Source: an optimization exercise on an open RTL-to-GDS flow (aim: small area, a short achievable clock period and few clock cycles). Production flows keep margins and buffers that such runs may drop.
Only simulation tests tie the RTL to the original design; equivalence was not proved.
No activity file was given, so power comes from the tool's default toggle rates.

==> 12-15: inputs <==
// iridium_core
module iridium_core #(
    parameter [31:0] HEAP_CAPACITY = 32'h0010_0000
) (
    input  wire        clk,
    input  wire        rst,           
    input  wire        cmd_valid,
    input  wire        cmd_run,       
    output wire        cmd_ready,
    output reg         done,
    output reg  [1:0]  outcome,       
    output reg  [2:0]  fault_kind,    
    input  wire [31:0] prog_len,
    output wire [31:0] imem_addr,
    input  wire [31:0] imem_rdata,
    output wire [31:0] pc,
    output wire        equal_flag,
    output wire [31:0] remainder,
    output wire [31:0] heap_len,
    input  wire [4:0]  dbg_sel,
    output wire [31:0] dbg_data
);
    localparam [1:0] OUT_CONTINUE = 2'd0, OUT_HALT = 2'd1,
                     OUT_EXHAUSTED = 2'd2, OUT_FAULT = 2'd3;
    localparam [2:0] F_NONE = 3'd0, F_INVALID_OPCODE = 3'd1, F_REG_RANGE = 3'd2,
                     F_DIV_ZERO = 3'd3, F_NEG_ALLOC = 3'd4, F_TRUNCATED = 3'd5,
                     F_HEAP_EXHAUSTED = 3'd6;
  ...
Settings: LEC_CHECK=0, CAP_MARGIN=30, CORE_MARGIN=2, CORE_UTILIZATION=45, SETUP_SLACK_MARGIN=4, SLEW_MARGIN=30; clock period 12.5 ns.
run.sh (not shown) runs the stock make flow with config.mk's settings and CLKGATE_MAP_FILE= SYNTH_SCRIPT=/design/flow/synth_recipe.tcl, a recipe that flattens the netlist after the stock synthesis.
==> inputs of 02-08, as changes to 12-15 <==
--- a/flow/design.v
+++ b/flow/design.v
@@ -174,16 +174,14 @@
     wire        qzero = (bl_n < bl_d);
     wire [3:0]  n_m   = qzero ? 4'd0 : qbits[5:2] + {3'd0, qbits[1:0] != 2'd0};
     wire [5:0]  n_s   = 6'd32 - {n_m, 2'b0};
     wire [31:0] n_rot = (dq << n_s[4:0]) | (dq >> (6'd32 - {1'b0, n_s[4:0]}));
     wire [31:0] n_msk = ~(32'hffff_ffff << n_s);
     wire [31:0] n_r   = n_rot & n_msk;
     wire [31:0] n_q   = n_rot & ~n_msk;
-    wire [31:0] rem_mag = (state == S_NORM) ? dq : dr;
-    wire [31:0] rem_fix = rneg ? -rem_mag : rem_mag;
     wire [31:0] va_abs = va[31] ? -va : va;
     wire [31:0] vb_abs = vb[31] ? -vb : vb;
     reg  [1:0]  x_oc;
     reg  [2:0]  x_fk;
     reg         x_end;       
     reg  [31:0] x_pc;
     reg         x_wr;        
@@ -272,15 +270,14 @@
         w_en = 1'b0;
         w_a  = rd_q;
         w_d  = 32'd0;
         case (state)
             S_CLR:    begin w_en = 1'b1; w_d = 32'd0; end
             S_EXEC:   begin w_en = x_wr; w_a = x_wa; w_d = x_wd; end
             S_MUL:    begin w_en = 1'b1; w_d = prod; end
-            S_NORM:   begin w_en = qzero; w_d = 32'd0; end
             S_DIVFIN: begin w_en = 1'b1; w_d = qneg ? -dq : dq; end
             default:  ;
         endcase
     end
     always @(posedge clk) begin
         if (w_en)
             regs[w_a] <= w_d;
@@ -328,46 +325,38 @@
                     end else if (!run_mode) begin
                         finish(OUT_CONTINUE, F_NONE);
                     end else if (x_jump) begin
                         state <= S_FETCH;
                     end
                 end
                 S_MUL: step_continue();
-                S_NORM: begin
-                    if (qzero) begin
-                        rem_q <= rem_fix;
-                        step_continue();
-                    end else begin
-                        state <= S_DIV;
-                    end
-                end
+                S_NORM: state <= qzero ? S_DIVFIN : S_DIV;
                 S_DIV: begin
                     if (dcnt == 4'd1)
                         state <= S_DIVFIN;
                 end
                 S_DIVFIN: begin
-                    rem_q <= rem_fix;
+                    rem_q <= rneg ? -dr : dr;
                     step_continue();
                 end
                 default: state <= S_IDLE;
             endcase
         end
     end
-    always @(posedge clk)
-        dd3 <= {2'b0, dd} + {1'b0, dd, 1'b0};
     always @(posedge clk) begin
         if (exec) begin
             dq   <= op_div ? va_abs : va;
             dd   <= op_div ? vb_abs : vb;
             qneg <= va[31] ^ vb[31];
             rneg <= va[31];
         end else if (state == S_NORM) begin
             dq   <= n_q;
             dr   <= n_r;
             dcnt <= n_m;
+            dd3  <= {2'b0, dd} + {1'b0, dd, 1'b0};
         end else if (state == S_DIV) begin
             dq   <= st_q;
             dr   <= st_r;
             dcnt <= dcnt - 4'd1;
         end
     end
     task finish(input [1:0] oc, input [2:0] fk);
CAP_MARGIN = 20   (was 30)
CORE_UTILIZATION = 40   (was 45)
SLEW_MARGIN = 20   (was 30)
==> inputs of 10-28, as changes to 12-15 <==
--- a/flow/design.v
+++ b/flow/design.v
@@ -174,16 +174,14 @@
     wire        qzero = (bl_n < bl_d);
     wire [3:0]  n_m   = qzero ? 4'd0 : qbits[5:2] + {3'd0, qbits[1:0] != 2'd0};
     wire [5:0]  n_s   = 6'd32 - {n_m, 2'b0};
     wire [31:0] n_rot = (dq << n_s[4:0]) | (dq >> (6'd32 - {1'b0, n_s[4:0]}));
     wire [31:0] n_msk = ~(32'hffff_ffff << n_s);
     wire [31:0] n_r   = n_rot & n_msk;
     wire [31:0] n_q   = n_rot & ~n_msk;
-    wire [31:0] rem_mag = (state == S_NORM) ? dq : dr;
-    wire [31:0] rem_fix = rneg ? -rem_mag : rem_mag;
     wire [31:0] va_abs = va[31] ? -va : va;
     wire [31:0] vb_abs = vb[31] ? -vb : vb;
     reg  [1:0]  x_oc;
     reg  [2:0]  x_fk;
     reg         x_end;       
     reg  [31:0] x_pc;
     reg         x_wr;        
@@ -272,15 +270,14 @@
         w_en = 1'b0;
         w_a  = rd_q;
         w_d  = 32'd0;
         case (state)
             S_CLR:    begin w_en = 1'b1; w_d = 32'd0; end
             S_EXEC:   begin w_en = x_wr; w_a = x_wa; w_d = x_wd; end
             S_MUL:    begin w_en = 1'b1; w_d = prod; end
-            S_NORM:   begin w_en = qzero; w_d = 32'd0; end
             S_DIVFIN: begin w_en = 1'b1; w_d = qneg ? -dq : dq; end
             default:  ;
         endcase
     end
     always @(posedge clk) begin
         if (w_en)
             regs[w_a] <= w_d;
@@ -328,46 +325,38 @@
                     end else if (!run_mode) begin
                         finish(OUT_CONTINUE, F_NONE);
                     end else if (x_jump) begin
                         state <= S_FETCH;
                     end
                 end
                 S_MUL: step_continue();
-                S_NORM: begin
-                    if (qzero) begin
-                        rem_q <= rem_fix;
-                        step_continue();
-                    end else begin
-                        state <= S_DIV;
-                    end
-                end
+                S_NORM: state <= qzero ? S_DIVFIN : S_DIV;
                 S_DIV: begin
                     if (dcnt == 4'd1)
                         state <= S_DIVFIN;
                 end
                 S_DIVFIN: begin
-                    rem_q <= rem_fix;
+                    rem_q <= rneg ? -dr : dr;
                     step_continue();
                 end
                 default: state <= S_IDLE;
             endcase
         end
     end
-    always @(posedge clk)
-        dd3 <= {2'b0, dd} + {1'b0, dd, 1'b0};
     always @(posedge clk) begin
         if (exec) begin
             dq   <= op_div ? va_abs : va;
             dd   <= op_div ? vb_abs : vb;
             qneg <= va[31] ^ vb[31];
             rneg <= va[31];
         end else if (state == S_NORM) begin
             dq   <= n_q;
             dr   <= n_r;
             dcnt <= n_m;
+            dd3  <= {2'b0, dd} + {1'b0, dd, 1'b0};
         end else if (state == S_DIV) begin
             dq   <= st_q;
             dr   <= st_r;
             dcnt <= dcnt - 4'd1;
         end
     end
     task finish(input [1:0] oc, input [2:0] fk);
==> flow/flow/run.sh (new file) <==
#!/bin/bash
set -e
export BUFFER_PORTS_ARGS="-buffer_cell sky130_fd_sc_hd__buf_4"
bash standard.sh > flow_standard.log 2>&1
==> flow/standard.sh (new file) <==
#!/bin/bash
# synth_recipe.tcl (not shown) runs the flow's synth.tcl, then flattens the netlist and writes it again
# the make line also repeats each setting of config.mk as NAME=value (left out here)
make -C /OpenROAD-flow-scripts/flow DESIGN_CONFIG=/design/flow/config.mk WORK_HOME=/design/flow/orfs CLKGATE_MAP_FILE= SYNTH_SCRIPT=/design/flow/synth_recipe.tcl "${@:-finish}"
CAP_MARGIN = 20   (was 30)
CORE_UTILIZATION = 40   (was 45)
CTS_BUF_LIST = sky130_fd_sc_hd__clkbuf_8 sky130_fd_sc_hd__clkbuf_4   (was unset)
SLEW_MARGIN = 20   (was 30)
removed: flow/run.sh
==> run summary <==
02-08 produced a layout that fails on capacitance limit, slew limit. 12-15 completed with no timing, DRC or antenna violations. 10-28 passed the timing, DRC and antenna checks.
Wire length: 12-15 is lower than 10-28 (about 2.2%).
Combinational power is about the same in 10-28 and 02-08.
In sequential cell count, 10-28 and 12-15 do not differ.
The highest non-clock buffer count belongs to 02-08, the lowest to 10-28.
In 12-15 the worst setup slack is worse than in 02-08, by 0.13 ns.
The highest via count belongs to 12-15, the lowest to 02-08.
In maximum frequency, 12-15 and 10-28 hardly differ.
Sequential power is about the same in 02-08 and 12-15.
Clock skew: 10-28 > 02-08 > 12-15.
==> figures <==
| quantity | 10-28 | 02-08 | 12-15 |
|---|---|---|---|
| Global routing met1 resource utilization | 53.0% | 53.8% | 59.3% |
| Arithmetic-cell share of the synthesized area counting full adders, half adders and majority gates | 10.7% | 10.7% | 10.8% |
| Placed wire-length estimate after detailed placement | 390000 um | 392000 um | 378000 um |
| Via-to-Cell Ratio | 7.18 | 7.15 | 7.44 |
| Delay of the slowest critical-path stage | 0.78 ns | 0.65 ns | 0.59 ns |
| Relative area of non-clock buffer cells in the final design | 6.28% | 7.89% | 7.74% |
| Count of buffers not belonging to the clock network in the layout | 836 | 949 | 945 |
| Buf+Inv Stages, Crit Path | 2 | 7 | 6 |
| Fraction of area in registers | 32.7% | 31.9% | 31.8% |
| Critical path class | in -> reg | in -> out | in -> out |
| Data required time at the worst endpoint | 13.17 ns | 10.00 ns | 10.00 ns |
| Share of the yosys chip area belonging to registers | 37.7% | 37.7% | 37.7% |
| Result of the run | timing/DRC/antenna clean | finished with violations | timing/DRC/antenna clean |
| Layout check failures | - | capacitance limit, slew limit | - |
| Die outline width | 498 um | 498 um | 468 um |
| Comb group | 0.00175 W | 0.00177 W | 0.00196 W |
| Startpoint of the worst setup timing path | imem_rdata[12] | imem_rdata[18] | dbg_sel[3] |
| Routed len/inst | 40.7 um | 41.1 um | 41.2 um |
| Critical path data arrival time | 9.38 ns | 6.08 ns | 6.21 ns |
| Setup slack of the most critical reg-to-reg path | 4.10 ns | 4.09 ns | 4.07 ns |
Testbench counts of 12-15, summed over its fixed seeds: cycles 29,966.
Testbench counts of 02-08, summed over its fixed seeds: cycles 30,311.
Testbench counts of 10-28, summed over its fixed seeds: cycles 30,311.

==> afterwards: timing with drivers on the ports <==
How much do the figures lean on ideal ports? The routed layouts below were timed once more, with nothing changed but the port constraints.
Step 1: set_driving_cell puts a clkbuf_16 on clk and a buf_2 on each other input, an assumption about the parent block.
Step 2 moves the port delays by t, midway between the first and last clock arrival at a register: inputs arrive t later, outputs are due t later. That takes back most of the time a late clock gives input paths.
a / b / c = no drivers / after step 1 / after step 2; a / b = the first two.
run	t, ns	slack for setup (ns)	latest minus earliest clock arrival (ns)	slew at the worst register clock pin (ns)
12-15	0.923	3.794 / 3.771 / 3.082	0.075 / 0.076	0.08 / 0.08
02-08	0.945	3.919 / 3.902 / 3.196	0.094 / 0.094	0.07 / 0.07
10-28	1.137	3.791 / 3.799 / 2.726	0.117 / 0.116	0.08 / 0.08
The setup slack of 10-28, which loses most, moves by +0.008 ns with the drivers and by -1.065 ns with both steps.
